What follows belongs to an exercise in optimizing a design on an open flow for a short achievable clock period and few clock cycles; a production flow would make more cautious choices. In this exercise RTL edits were held to simulation tests only and were not proved equivalent to the original. Power figures rest on the tool's default switching activity, not on a simulated workload.

$ cat flow/run.sh
#!/bin/bash
# synth_recipe.tcl (not shown) runs the flow's synth.tcl, then flattens the netlist and writes it again
# the make line also repeats each setting of config.mk as NAME=value (left out here)
make -C /OpenROAD-flow-scripts/flow DESIGN_CONFIG=/design/flow/config.mk WORK_HOME=/design/flow/orfs CLKGATE_MAP_FILE= SYNTH_SCRIPT=/design/flow/synth_recipe.tcl finish
$ cat flow/config.mk
export PLATFORM = sky130hd
export DESIGN_NAME = kt8_core
export DESIGN_NICKNAME = kt8_core
export VERILOG_FILES = /design/flow/design.v
export SDC_FILE = /design/flow/constraint.sdc
export NUM_CORES = 4
export LEC_CHECK = 0
export CAP_MARGIN = 20
export CORE_MARGIN = 2
export CORE_UTILIZATION = 40
export SLEW_MARGIN = 20
$ cat flow/constraint.sdc
create_clock -name core_clock -period 8.0 [get_ports {clk}]
set_input_delay 1.6000 -clock core_clock [delete_from_list [all_inputs] [get_ports {clk}]]
set_output_delay 1.6000 -clock core_clock [all_outputs]
set_load 0.01 [all_outputs]
$ cat flow/design.v
module kt8_core (
    input  wire        clk,
    input  wire        rst,           
    input  wire        start,         
    input  wire [15:0] start_addr,    
    input  wire        suspend,       
    output reg         mem_req,
    output reg         mem_we,
    output reg  [15:0] mem_addr,
    output reg  [7:0]  mem_wdata,
    input  wire [7:0]  mem_rdata,
    input  wire        mem_ready,
    output wire        busy,
    output wire        halted,
    output wire        faulted,
    output wire [2:0]  fault_code,
    output wire        retire,
    output wire [15:0] pc,
    output wire [7:0]  a,
    output wire [7:0]  w,
    output wire [7:0]  x,
    output wire [7:0]  y,
    output wire [7:0]  z,
    output wire [7:0]  sp,
    output wire [7:0]  flags
);
    localparam [15:0] PROG_LO    = 16'h4000;
    localparam [7:0]  HDR_MARK   = 8'h7F;
    localparam [7:0]  STACK_PAGE = 8'h01;     
    localparam [7:0]  SP_TOP     = 8'hFF;
    localparam [7:0]  SP_MIN     = 8'h00;     
    localparam [2:0] F_SEGMENT = 3'd1;
    localparam [2:0] F_HEADER  = 3'd2;
    localparam [2:0] F_ILLEGAL = 3'd3;
    localparam [2:0] F_STACK   = 3'd4;
    localparam [2:0] F_ADDRESS = 3'd5;
    localparam [4:0] S_IDLE  = 5'd0,
                     S_HDR0  = 5'd1,
                     S_HDR1  = 5'd2,
                     S_HDR2  = 5'd3,
                     S_CHECK = 5'd4,
                     S_F0    = 5'd5,
                     S_F1    = 5'd6,
                     S_F2    = 5'd7,
                     S_EXEC  = 5'd8,
                     S_MRD   = 5'd9,
                     S_OPER  = 5'd10,
                     S_MWR   = 5'd11,
                     S_PUSHH = 5'd12,
                     S_PUSHL = 5'd13,
                     S_POPR  = 5'd14,
                     S_POPW  = 5'd15,
                     S_IND0  = 5'd16,
                     S_IND1  = 5'd17;
    localparam [4:0] K_NOP = 5'd0,  K_MOV = 5'd1,  K_LD  = 5'd2,  K_ST  = 5'd3,
                     K_JMP = 5'd4,  K_JMPI= 5'd5,  K_JFN = 5'd6,  K_RET = 5'd7,
                     K_BR  = 5'd8,  K_CLC = 5'd9,  K_SEC = 5'd10, K_CLO = 5'd11,
                     K_PHS = 5'd12, K_POS = 5'd13, K_PHA = 5'd14, K_POA = 5'd15,
                     K_CMP = 5'd16, K_AND = 5'd17, K_ORA = 5'd18, K_XOR = 5'd19,
                     K_ROL = 5'd20, K_ROR = 5'd21, K_BSR = 5'd22, K_BSL = 5'd23,
                     K_ADD = 5'd24, K_SUB = 5'd25, K_INC = 5'd26, K_DEC = 5'd27,
                     K_INR = 5'd28, K_DER = 5'd29;
    localparam [1:0] M_IMP = 2'd0, M_IMM = 2'd1, M_ABS = 2'd2, M_IDX = 2'd3;
    localparam [2:0] R_A = 3'd1, R_W = 3'd2, R_X = 3'd3, R_Y = 3'd4, R_Z = 3'd5;
    reg [4:0]  state;
    reg        st_busy, st_halted, st_faulted;
    reg [2:0]  st_fault;
    reg        retire_r;
    reg [15:0] start_r;
    reg [16:0] end_r;
    reg [15:0] pc_r;
    reg [7:0]  ra, rw, rx, ry, rz, rsp, rfl;
    reg [7:0]  op, a1, a2;
    reg [7:0]  tmp;           
    reg [7:0]  tmp2;          
    reg [7:0]  wbuf;          
    reg        second;        
    assign busy       = st_busy;
    assign halted     = st_halted;
    assign faulted    = st_faulted;
    assign fault_code = st_fault;
    assign retire     = retire_r;
    assign pc         = pc_r;
    assign a          = ra;
    assign w          = rw;
    assign x          = rx;
    assign y          = ry;
    assign z          = rz;
    assign sp         = rsp;
    assign flags      = rfl;
    wire fl_n = rfl[7];
    wire fl_z = rfl[1];
    wire fl_c = rfl[0];
    reg [4:0] kind;
    reg [1:0] mode;
    reg [2:0] rsel;      
    reg       bad_op;
    always @(*) begin
        kind   = K_NOP;
        mode   = M_IMP;
        rsel   = R_A;
        bad_op = 1'b0;
        case (op)
            8'd0:  kind = K_NOP;
            8'd1:  kind = K_MOV;
            8'd2:  begin kind = K_LD;  mode = M_ABS; rsel = R_A; end
            8'd3:  begin kind = K_LD;  mode = M_IDX; rsel = R_A; end
            8'd4:  begin kind = K_LD;  mode = M_IMM; rsel = R_A; end
            8'd5:  begin kind = K_LD;  mode = M_ABS; rsel = R_W; end
            8'd6:  begin kind = K_LD;  mode = M_IDX; rsel = R_W; end
            8'd7:  begin kind = K_LD;  mode = M_IMM; rsel = R_W; end
            8'd8:  begin kind = K_LD;  mode = M_ABS; rsel = R_X; end
            8'd9:  begin kind = K_LD;  mode = M_IDX; rsel = R_X; end
            8'd10: begin kind = K_LD;  mode = M_IMM; rsel = R_X; end
            8'd11: begin kind = K_LD;  mode = M_ABS; rsel = R_Y; end
            8'd12: begin kind = K_LD;  mode = M_IDX; rsel = R_Y; end
            8'd13: begin kind = K_LD;  mode = M_IMM; rsel = R_Y; end
            8'd14: begin kind = K_LD;  mode = M_ABS; rsel = R_Z; end
            8'd15: begin kind = K_LD;  mode = M_IDX; rsel = R_Z; end
            8'd16: begin kind = K_LD;  mode = M_IMM; rsel = R_Z; end
            8'd17: begin kind = K_ST;  mode = M_ABS; rsel = R_A; end
            8'd18: begin kind = K_ST;  mode = M_IDX; rsel = R_A; end
            8'd19: begin kind = K_ST;  mode = M_ABS; rsel = R_W; end
            8'd20: begin kind = K_ST;  mode = M_IDX; rsel = R_W; end
            8'd21: begin kind = K_ST;  mode = M_ABS; rsel = R_X; end
            8'd22: begin kind = K_ST;  mode = M_IDX; rsel = R_X; end
            8'd23: begin kind = K_ST;  mode = M_ABS; rsel = R_Y; end
            8'd24: begin kind = K_ST;  mode = M_IDX; rsel = R_Y; end
            8'd25: begin kind = K_ST;  mode = M_ABS; rsel = R_Z; end
            8'd26: begin kind = K_ST;  mode = M_IDX; rsel = R_Z; end
            8'd27: kind = K_JMP;
            8'd28: kind = K_JMPI;
            8'd29: kind = K_JFN;
            8'd30: kind = K_RET;
            8'd31, 8'd32, 8'd33, 8'd34, 8'd35, 8'd36: kind = K_BR;
            8'd37: kind = K_CLC;
            8'd38: kind = K_SEC;
            8'd39: kind = K_CLO;
            8'd40: kind = K_PHS;
            8'd41: kind = K_POS;
            8'd42: kind = K_PHA;
            8'd43: kind = K_POA;
            8'd44: begin kind = K_CMP; mode = M_ABS; rsel = R_A; end
            8'd45: begin kind = K_CMP; mode = M_IDX; rsel = R_A; end
            8'd46: begin kind = K_CMP; mode = M_IMM; rsel = R_A; end
            8'd47: begin kind = K_CMP; mode = M_ABS; rsel = R_W; end
            8'd48: begin kind = K_CMP; mode = M_IDX; rsel = R_W; end
            8'd49: begin kind = K_CMP; mode = M_IMM; rsel = R_W; end
            8'd50: begin kind = K_CMP; mode = M_ABS; rsel = R_X; end
            8'd51: begin kind = K_CMP; mode = M_IDX; rsel = R_X; end
            8'd52: begin kind = K_CMP; mode = M_IMM; rsel = R_X; end
            8'd53: begin kind = K_AND; mode = M_ABS; end
            8'd54: begin kind = K_AND; mode = M_IDX; end
            8'd55: begin kind = K_AND; mode = M_IMM; end
            8'd56: begin kind = K_ORA; mode = M_ABS; end
            8'd57: begin kind = K_ORA; mode = M_IDX; end
            8'd58: begin kind = K_ORA; mode = M_IMM; end
            8'd59: begin kind = K_XOR; mode = M_ABS; end
            8'd60: begin kind = K_XOR; mode = M_IDX; end
            8'd61: begin kind = K_XOR; mode = M_IMM; end
            8'd62: begin kind = K_ROL; mode = M_ABS; end
            8'd63: begin kind = K_ROL; mode = M_IMP; end
            8'd64: begin kind = K_ROR; mode = M_ABS; end
            8'd65: begin kind = K_ROR; mode = M_IMP; end
            8'd66: kind = K_BSR;
            8'd67: kind = K_BSL;
            8'd69: begin kind = K_ADD; mode = M_ABS; end
            8'd70: begin kind = K_ADD; mode = M_IDX; end
            8'd71: begin kind = K_ADD; mode = M_IMM; end
            8'd72: begin kind = K_SUB; mode = M_ABS; end
            8'd73: begin kind = K_SUB; mode = M_IDX; end
            8'd74: begin kind = K_SUB; mode = M_IMM; end
            8'd75: begin kind = K_INC; mode = M_ABS; end
            8'd76: begin kind = K_INC; mode = M_IDX; end
            8'd77: begin kind = K_DEC; mode = M_ABS; end
            8'd78: begin kind = K_DEC; mode = M_IDX; end
            8'd79: begin kind = K_INR; rsel = R_W; end
            8'd80: begin kind = K_DER; rsel = R_W; end
            8'd81: begin kind = K_INR; rsel = R_X; end
            8'd82: begin kind = K_DER; rsel = R_X; end
            default: bad_op = 1'b1;
        endcase
    end
    wire mov_ok = (a1 >= 8'd1) && (a1 <= 8'd5) && (a2 >= 8'd1) && (a2 <= 8'd5);
    wire illegal = bad_op || (kind == K_MOV && !mov_ok);
    wire [7:0]  idx_lo = a2 + rw;
    wire [15:0] ea     = (mode == M_IDX) ? {8'h00, idx_lo} : {a1, a2};
    function [7:0] reg_rd;
        input [2:0] sel;
        begin
            case (sel)
                R_A:     reg_rd = ra;
                R_W:     reg_rd = rw;
                R_X:     reg_rd = rx;
                R_Y:     reg_rd = ry;
                default: reg_rd = rz;
            endcase
        end
    endfunction
    reg br_taken;
    always @(*) begin
        case (op)
            8'd31:   br_taken = !fl_c;   
            8'd32:   br_taken =  fl_c;   
            8'd33:   br_taken = !fl_z;   
            8'd34:   br_taken =  fl_z;   
            8'd35:   br_taken = !fl_n;   
            default: br_taken =  fl_n;   
        endcase
    end
    wire [15:0] pc_plus3 = pc_r + 16'd3;
    wire [15:0] br_next  = pc_r + {{8{a1[7]}}, a1};
    wire [7:0] opnd = (state == S_OPER) ? tmp : a1;
    wire [7:0] rot_in = (state == S_OPER) ? tmp : ra;    
    wire [8:0] add_sum = {1'b0, ra} + {1'b0, opnd} + {8'd0, fl_c};
    wire       add_v   = (ra[7] == opnd[7]) && (add_sum[7] != ra[7]);
    wire [7:0] nopnd   = ~opnd;
    wire [8:0] sub_sum = {1'b0, ra} + {1'b0, nopnd} + {8'd0, fl_c};
    wire       sub_v   = (ra[7] == nopnd[7]) && (sub_sum[7] != ra[7]);
    wire [7:0] cmp_reg = reg_rd(rsel);
    wire       cmp_lt  = cmp_reg < opnd;
    wire       cmp_eq  = cmp_reg == opnd;
    wire [7:0] rol_r   = {rot_in[6:0], fl_c};
    wire [7:0] ror_r   = {fl_c, rot_in[7:1]};
    wire [7:0] inc_r   = opnd + 8'd1;
    wire [7:0] dec_r   = opnd - 8'd1;
    always @(*) begin
        mem_req   = 1'b0;
        mem_we    = 1'b0;
        mem_addr  = 16'h0000;
        mem_wdata = 8'h00;
        case (state)
            S_HDR0: begin mem_req = 1'b1; mem_addr = start_r; end
            S_HDR1: begin mem_req = (start_r != 16'hFFFF); mem_addr = start_r + 16'd1; end
            S_HDR2: begin mem_req = (start_r < 16'hFFFE);  mem_addr = start_r + 16'd2; end
            S_F0:   begin mem_req = 1'b1; mem_addr = pc_r; end
            S_F1:   begin mem_req = (pc_r != 16'hFFFF); mem_addr = pc_r + 16'd1; end
            S_F2:   begin mem_req = (pc_r < 16'hFFFE);  mem_addr = pc_r + 16'd2; end
            S_MRD:  begin mem_req = 1'b1; mem_addr = ea; end
            S_MWR:  begin mem_req = 1'b1; mem_we = 1'b1; mem_addr = ea; mem_wdata = wbuf; end
            S_PUSHH: begin
                mem_req = (rsp != SP_MIN); mem_we = 1'b1;
                mem_addr = {STACK_PAGE, rsp}; mem_wdata = pc_r[15:8];
            end
            S_PUSHL: begin
                mem_req = (rsp != SP_MIN); mem_we = 1'b1;
                mem_addr = {STACK_PAGE, rsp}; mem_wdata = wbuf;
            end
            S_POPR: begin mem_req = (rsp != SP_TOP); mem_addr = {STACK_PAGE, rsp + 8'd1}; end
            S_POPW: begin mem_req = 1'b1; mem_we = 1'b1; mem_addr = {STACK_PAGE, rsp}; end
            S_IND0: begin mem_req = 1'b1; mem_addr = {a1, a2}; end
            S_IND1: begin mem_req = ({a1, a2} != 16'hFFFF); mem_addr = {a1, a2} + 16'd1; end
            default: ;
        endcase
    end
    wire xfer = mem_req && mem_ready;
    task write_reg;
        input [2:0] sel;
        input [7:0] v;
        begin
            case (sel)
                R_A:     ra <= v;
                R_W:     rw <= v;
                R_X:     rx <= v;
                R_Y:     ry <= v;
                default: rz <= v;
            endcase
        end
    endtask
    task set_nz;
        input [7:0] v;
        begin
            rfl[7] <= v[7];
            rfl[1] <= (v == 8'h00);
        end
    endtask
    task finish;
        input [15:0] next_pc;
        begin
            pc_r     <= next_pc;
            retire_r <= 1'b1;
            state    <= S_CHECK;
        end
    endtask
    task fault;
        input [2:0] code;
        begin
            st_busy    <= 1'b0;
            st_faulted <= 1'b1;
            st_fault   <= code;
            state      <= S_IDLE;
        end
    endtask
    always @(posedge clk) begin
        if (rst) begin
            state      <= S_IDLE;
            st_busy    <= 1'b0;
            st_halted  <= 1'b0;
            st_faulted <= 1'b0;
            st_fault   <= 3'd0;
            retire_r   <= 1'b0;
            start_r    <= 16'h0000;
            end_r      <= 17'd0;
            pc_r       <= 16'h0000;
            ra <= 8'h00; rw <= 8'h00; rx <= 8'h00; ry <= 8'h00; rz <= 8'h00;
            rsp        <= SP_TOP;
            rfl        <= 8'h24;
            op <= 8'h00; a1 <= 8'h00; a2 <= 8'h00;
            tmp <= 8'h00; tmp2 <= 8'h00; wbuf <= 8'h00;
            second     <= 1'b0;
        end else begin
            retire_r <= 1'b0;
            case (state)
                S_IDLE: begin
                    if (start) begin
                        st_busy    <= 1'b1;
                        st_halted  <= 1'b0;
                        st_faulted <= 1'b0;
                        st_fault   <= 3'd0;
                        start_r    <= start_addr;
                        end_r      <= 17'd0;
                        pc_r       <= 16'h0000;
                        ra <= 8'h00; rw <= 8'h00; rx <= 8'h00; ry <= 8'h00; rz <= 8'h00;
                        rsp        <= SP_TOP;
                        rfl        <= 8'h24;
                        if (start_addr < PROG_LO) begin
                            st_busy    <= 1'b0;
                            st_faulted <= 1'b1;
                            st_fault   <= F_SEGMENT;
                        end else begin
                            state <= S_HDR0;
                        end
                    end
                end
                S_HDR0: if (xfer) begin tmp <= mem_rdata; state <= S_HDR1; end
                S_HDR1: begin
                    if (start_r == 16'hFFFF) fault(F_ADDRESS);
                    else if (xfer) begin tmp2 <= mem_rdata; state <= S_HDR2; end
                end
                S_HDR2: begin
                    if (start_r >= 16'hFFFE) fault(F_ADDRESS);
                    else if (xfer) begin
                        if (tmp != HDR_MARK) fault(F_HEADER);
                        else begin
                            end_r <= {1'b0, start_r} + 17'd3 + {1'b0, tmp2, mem_rdata};
                            pc_r  <= start_r + 16'd3;
                            state <= S_CHECK;
                        end
                    end
                end
                S_CHECK: begin
                    if ({1'b0, pc_r} >= end_r) begin
                        st_busy   <= 1'b0;
                        st_halted <= 1'b1;
                        state     <= S_IDLE;
                    end else if (!suspend) begin
                        state <= S_F0;
                    end
                end
                S_F0: if (xfer) begin op <= mem_rdata; state <= S_F1; end
                S_F1: begin
                    if (pc_r == 16'hFFFF) fault(F_ADDRESS);
                    else if (xfer) begin a1 <= mem_rdata; state <= S_F2; end
                end
                S_F2: begin
                    if (pc_r >= 16'hFFFE) fault(F_ADDRESS);
                    else if (xfer) begin a2 <= mem_rdata; state <= S_EXEC; end
                end
                S_EXEC: begin
                    second <= 1'b0;
                    if (illegal) begin
                        fault(F_ILLEGAL);
                    end else if (mode == M_ABS || mode == M_IDX) begin
                        if (kind == K_ST) begin
                            wbuf  <= reg_rd(rsel);
                            state <= S_MWR;
                        end else begin
                            state <= S_MRD;
                        end
                    end else begin
                        case (kind)
                            K_NOP: finish(pc_plus3);
                            K_MOV: begin
                                write_reg(a2[2:0], reg_rd(a1[2:0]));
                                set_nz(reg_rd(a1[2:0]));
                                finish(pc_plus3);
                            end
                            K_LD: begin
                                write_reg(rsel, a1);
                                set_nz(a1);
                                finish(pc_plus3);
                            end
                            K_JMP:  finish({a1, a2} + 16'd3);
                            K_JMPI: state <= S_IND0;
                            K_JFN:  state <= S_PUSHH;
                            K_RET:  state <= S_POPR;
                            K_BR:   finish(br_taken ? br_next : pc_plus3);
                            K_CLC:  begin rfl[0] <= 1'b0; finish(pc_plus3); end
                            K_SEC:  begin rfl[0] <= 1'b1; finish(pc_plus3); end
                            K_CLO:  begin rfl[6] <= 1'b0; finish(pc_plus3); end
                            K_PHS:  begin wbuf <= rfl; state <= S_PUSHL; end
                            K_PHA:  begin wbuf <= ra;  state <= S_PUSHL; end
                            K_POS, K_POA: state <= S_POPR;
                            K_CMP: begin
                                rfl[0] <= !cmp_lt;
                                rfl[1] <= cmp_eq;
                                rfl[7] <= cmp_lt;
                                finish(pc_plus3);
                            end
                            K_AND: begin ra <= ra & opnd; set_nz(ra & opnd); finish(pc_plus3); end
                            K_ORA: begin ra <= ra | opnd; set_nz(ra | opnd); finish(pc_plus3); end
                            K_XOR: begin ra <= ra ^ opnd; set_nz(ra ^ opnd); finish(pc_plus3); end
                            K_ROL: begin
                                ra <= rol_r; rfl[0] <= ra[7]; set_nz(rol_r);
                                finish(pc_plus3);
                            end
                            K_ROR: begin
                                ra <= ror_r; rfl[0] <= ra[0]; set_nz(ror_r);
                                finish(pc_plus3);
                            end
                            K_BSR: begin
                                ra <= {1'b0, ra[7:1]}; rfl[0] <= ra[0]; rfl[7] <= 1'b0;
                                finish(pc_plus3);
                            end
                            K_BSL: begin
                                ra <= {ra[6:0], 1'b0}; rfl[0] <= ra[7]; rfl[7] <= ra[6];
                                finish(pc_plus3);
                            end
                            K_ADD: begin
                                ra <= add_sum[7:0]; rfl[0] <= add_sum[8]; rfl[6] <= add_v;
                                set_nz(add_sum[7:0]);
                                finish(pc_plus3);
                            end
                            K_SUB: begin
                                ra <= sub_sum[7:0]; rfl[0] <= sub_sum[8]; rfl[6] <= sub_v;
                                set_nz(sub_sum[7:0]);
                                finish(pc_plus3);
                            end
                            K_INR: begin
                                write_reg(rsel, reg_rd(rsel) + 8'd1);
                                set_nz(reg_rd(rsel) + 8'd1);
                                finish(pc_plus3);
                            end
                            K_DER: begin
                                write_reg(rsel, reg_rd(rsel) - 8'd1);
                                set_nz(reg_rd(rsel) - 8'd1);
                                finish(pc_plus3);
                            end
                            default: finish(pc_plus3);
                        endcase
                    end
                end
                S_MRD: if (xfer) begin tmp <= mem_rdata; state <= S_OPER; end
                S_OPER: begin
                    case (kind)
                        K_LD: begin
                            write_reg(rsel, tmp); set_nz(tmp); finish(pc_plus3);
                        end
                        K_CMP: begin
                            rfl[0] <= !cmp_lt;
                            rfl[1] <= cmp_eq;
                            rfl[7] <= cmp_lt;
                            finish(pc_plus3);
                        end
                        K_AND: begin ra <= ra & opnd; set_nz(ra & opnd); finish(pc_plus3); end
                        K_ORA: begin ra <= ra | opnd; set_nz(ra | opnd); finish(pc_plus3); end
                        K_XOR: begin ra <= ra ^ opnd; set_nz(ra ^ opnd); finish(pc_plus3); end
                        K_ADD: begin
                            ra <= add_sum[7:0]; rfl[0] <= add_sum[8]; rfl[6] <= add_v;
                            set_nz(add_sum[7:0]);
                            finish(pc_plus3);
                        end
                        K_SUB: begin
                            ra <= sub_sum[7:0]; rfl[0] <= sub_sum[8]; rfl[6] <= sub_v;
                            set_nz(sub_sum[7:0]);
                            finish(pc_plus3);
                        end
                        K_ROL: begin
                            wbuf <= rol_r; rfl[0] <= tmp[7]; rfl[7] <= rol_r[7];
                            state <= S_MWR;
                        end
                        K_ROR: begin
                            wbuf <= ror_r; rfl[0] <= tmp[0]; rfl[7] <= ror_r[7];
                            state <= S_MWR;
                        end
                        K_INC: begin wbuf <= inc_r; set_nz(inc_r); state <= S_MWR; end
                        default: begin wbuf <= dec_r; set_nz(dec_r); state <= S_MWR; end   
                    endcase
                end
                S_MWR: if (xfer) finish(pc_plus3);
                S_PUSHH: begin
                    if (rsp == SP_MIN) fault(F_STACK);
                    else if (xfer) begin
                        rsp   <= rsp - 8'd1;
                        wbuf  <= pc_r[7:0];
                        state <= S_PUSHL;
                    end
                end
                S_PUSHL: begin
                    if (rsp == SP_MIN) fault(F_STACK);
                    else if (xfer) begin
                        rsp <= rsp - 8'd1;
                        if (kind == K_JFN) finish({a1, a2} + 16'd3);
                        else               finish(pc_plus3);
                    end
                end
                S_POPR: begin
                    if (rsp == SP_TOP) fault(F_STACK);
                    else if (xfer) begin
                        rsp   <= rsp + 8'd1;
                        tmp   <= mem_rdata;
                        state <= S_POPW;
                    end
                end
                S_POPW: begin
                    if (xfer) begin
                        case (kind)
                            K_POA: begin ra <= tmp; set_nz(tmp); finish(pc_plus3); end
                            K_POS: begin rfl <= tmp | 8'h20; finish(pc_plus3); end
                            default: begin   
                                if (!second) begin
                                    tmp2   <= tmp;
                                    second <= 1'b1;
                                    state  <= S_POPR;
                                end else begin
                                    finish({tmp, tmp2} + 16'd3);
                                end
                            end
                        endcase
                    end
                end
                S_IND0: if (xfer) begin tmp <= mem_rdata; state <= S_IND1; end
                S_IND1: begin
                    if ({a1, a2} == 16'hFFFF) fault(F_ADDRESS);
                    else if (xfer) finish({tmp, mem_rdata} + 16'd3);
                end
                default: state <= S_IDLE;
            endcase
        end
    end
endmodule
==> run summary <==
==> layout by cell type (no fill, tap or decap), types with 16 or more instances in the layout <==
cell type and count:
nor2_1 305, nand2_1 287, a21oi_1 255, dfxtp_1 176, o21ai_0 151, clkdlybuf4s50_1 131, ha_1 122, nand3_1 117
xnor2_1 98, inv_1 97, buf_4 87, nor3_1 70, xor2_1 69, mux2i_1 60, o22ai_1 55, nand4_1 43
and3_1 38, a22oi_1 38, a31oi_1 37, nand2b_1 35, o221ai_1 34, a22o_1 32, nor2b_1 30, a21o_1 29
o211ai_1 26, a211oi_1 25, or2_2 21, a311oi_1 20, a221oi_1 19, or3_1 18, clkbuf_16 17, o21a_1 16
==> per-stage QoR <==
| step | utilization, % | hold slack (ps) | cell area (um^2) | total power, uW |
|---|---|---|---|---|
| final | 45.3 | 460 | 22700 | 4940 |
| after global routing | 45.3 | 466 | 22600 | 5140 |
| after CTS | 45.3 | 459 | 22600 | 4850 |
| after detailed placement | 44.1 | 447 | 22000 | 3910 |
| after global placement | 44.0 | 443 | 22000 | 3900 |
| after floorplan | - | 432 | 20200 | 2890 |
==> kinds of logic after synthesis <==
logic type,count (synthesis)
flops,176
mux,64
other cells,1
compound gates,936
fa+ha+maj,127
buf+inv,329
xor+xnor,167
simple gates,1070
==> critical path, delay by kind of cell, from the launching register on <==
family          cells  cell delay, ps
compound gates      3             990
xor+xnor            1             150
fa+ha+maj           1             370
buf+inv             1             520
flops               1             970
simple gates        4            1500
==> worst min-delay path by stage <==
stage,start,end,slack (ps),cells past startpoint
final,end_r[1],end_r[1],460,2
after global routing,end_r[1],end_r[1],470,2
after CTS,end_r[1],end_r[1],460,2
after detailed placement,end_r[1],end_r[1],450,2
after global placement,end_r[1],end_r[1],440,2
after floorplan,end_r[1],end_r[1],430,2
==> routing by layer <==
metal	part of all wire, %	vias to the layer above
li1	-	10645
met1	43	11620
met2	42	1644
met3	12	254
met4	3.6	0
met5	0	-
==> power groups by stage <==
stage	Combinational, uW	Sequential, uW	Clock (uW)
after global routing	2890	1300	957
after global placement	2610	1290	0
after detailed placement	2620	1300	0
after floorplan	1710	1180	0
after CTS	2630	1280	938
final	2720	1290	924
==> flip-flops by register name, indices dropped and copies added (netlist names), 3 cells and up, named ones only <==
name and cells:
rfl 7, wbuf 8, tmp2 8, a1 8
rx 8, rz 8, tmp 8, state 5
st_fault 3, op 8, pc_r 16, a2 8
ra 8, end_r 17, start_r 16, rsp 8
rw 8, ry 8
==> cell type report <==
type / instances / area [um^2] / share of cell area, %
Multi-Input combinational cell: 2365 / 15300 / 67.6
Clock buffer: 17 / 425 / 1.88
Inverter: 104 / 390 / 1.72
Sequential cell: 176 / 3520 / 15.6
Antenna cell: 4 / 10.0 / 0.0442
Timing Repair Buffer: 220 / 1980 / 8.73
Tap cell: 672 / 841 / 3.71
Clock inverter: 15 / 183 / 0.806
==> flow_summary.toml <==
[placed_design]
hpwlAfterDp_um = 78600
dp.cells = 3535
port_buffers = 132
globalplace.congestion = 1.03
place_ws_ps = 2130

[timing]
tns_ps = 0
finalCriticalPeriod_ps = 6610
setup_slack_ps = 1390
fmax_mhz = 151
drv_slew = 0
hold_violations = 0
rsz0062_at_grt = "no"
skew_ps = 28.9
setup_viol = 0
maxSlewHeadroom_pct = 18.6
fin_crit_sh_pct = 82.6
tightest_slew_ps = 1220

[finish]
fin_nets = 3040
final_cells = 3573
area_growth_pct = 12.4
drive_gt1_share_pct = 6.83
nFillCells = 5214

[power]
powerDensity_nw_per_um2 = 218
switching_power_uw = 2480
peakVddDrop_v = 0.000185
leakage_uw = 0.00838
pwr-share-comb_pct = 55.2
p_sw_share_pct = 50.3
seq_power_share_pct = 26.1
clockPowerShare_pct = 18.7
power.internal_uw = 2460

[die]
die_height_um = 229
die_area_um2 = 52200
start_util_pct = 40.4
core_region_area_um2 = 50000
ios = 134
placementRows = 82
die_w_um = 229

[worst_setup_path]
rrSetupSlack_ps = 2320
worstPathArrival_ps = 5010
r2r_end = "ra[4]"
crit_chain = "or3b_1 -> nor2_2 -> o311ai_0 -> ha_1 -> nand4_1 -> nor3b_1 -> xor2_1 -> a221oi_1 -> o21ai_0 -> clkdlybuf4s50_1"
r2r-start = "state[4]"
cp_max_fo = 26
startpoint = "state[4]"
crit_path_start_kind = "flip-flop"
cp_data_required_time_ps = 6400
crit_path_top_delay_cell = "dfxtp_1"
cp_slowest_stage_delay_ps = 970
ff2ff_path_depth = 17
criticalPathCategory = "flip-flop to primary output"
crit_path_end = "mem_addr[8]"
crit_path_end_kind = "primary output"

[synthesis]
synth_area_leader_cell = "dfxtp_1"
synthDominantCellAreaShare_pct = 17.5
yosys-top-cells-area = "dfxtp_1, ha_1, a21oi_1, nor2_1, nand2_1"
synth-edff-count = 0
yosysMostFrequentCell = "nor2_1"
synth_top_family_by_area = "compound AO/OA/AOI/OAI gates"
syn_nets = 3026
synth-seq-area-share_pct = 17.5
synth_area_um2 = 20200
synthAdderAreaFrac_pct = 8.07
synth_common_cells = "nor2_1, nand2_1, a21oi_1"
yosysWarnings = 1
synth_compound_area_share_pct = 31.5
yosys.area_share.simple_pct = 25.6
synth-xor-area-share_pct = 7.25
ys_types = 106
synth_mux_area_share_pct = 3.26
synth_flop_cell = "dfxtp_1"
async_flop_share_pct = 0
ys_ff_latch = 176
synth_cells = 2870
avgSynthCellArea_um2 = 7.03

[grt]
use_met1_pct = 53.8
grt_use_met2_pct = 56.1
busiest_layer = "met2"
track_usage_pct = 38.2
met3_usage_pct = 9.39
grt_pass1_wl_um = 151000
antenna_found_initial = 2
grt_start_max_net_pins = 78
grt_pass1_vias = 22155
globalRouteOverflowTotal = 0

[clocking]
cts_num_sinks = 176
cts_setup_buffers = 0
cts_hold_buffers = 0
h-tree-depth = 4
cts_buffers = 17
cts_tree = "built"
clockBufferDepth = 2
post_cts_resized = 0
root_buffer = "clkbuf_16"
path_clk_slew_ps = 80
insertion_delay_ps = 530

[detailed_routing]
via_per_inst = 6.76
routedWlPerCell_um = 29.1
drc = 0
dr.pass1.iters = 9
drtIter0Drc = 3271
ant_nets = 0
num_vias = 24163
drt_wl_total_um = 104000

[status]
outcome = "timing/DRC/antenna clean"

[run]
cap_violations = 0

[min_path]
hp-class = "flip-flop to flip-flop"

## port drivers added, routing unchanged
How much do the figures lean on ideal ports? The routed layout below was timed once more, with nothing changed but the port constraints. Step 1 (the two cells are an assumption about what drives the block):
set clk [get_ports {clk}]
set_driving_cell -lib_cell sky130_fd_sc_hd__clkbuf_16 $clk
set_driving_cell -lib_cell sky130_fd_sc_hd__buf_2 [delete_from_list [all_inputs] $clk]
Step 2 adds t to the input delays and takes it off the output delays; t is the mean of the earliest and latest rising clock arrival at the registers after step 1. Input paths then give back, and output paths get back, about the clock's delay inside the block. Three values: ideal, step 1, step 2; two values: the first two.
t (ns): 0.579
setup WS [ns]: 1.390 / 1.329 / 1.908
hold WS [ns]: 0.460 / 0.460 / 0.460
worst setup path after step 2: register to output
worst register clock-pin slew, ns: 0.10 / 0.10
After both steps this run still meets setup and hold. For this run, drivers alone change the setup slack by -0.061 ns; drivers and shift together by +0.518 ns.
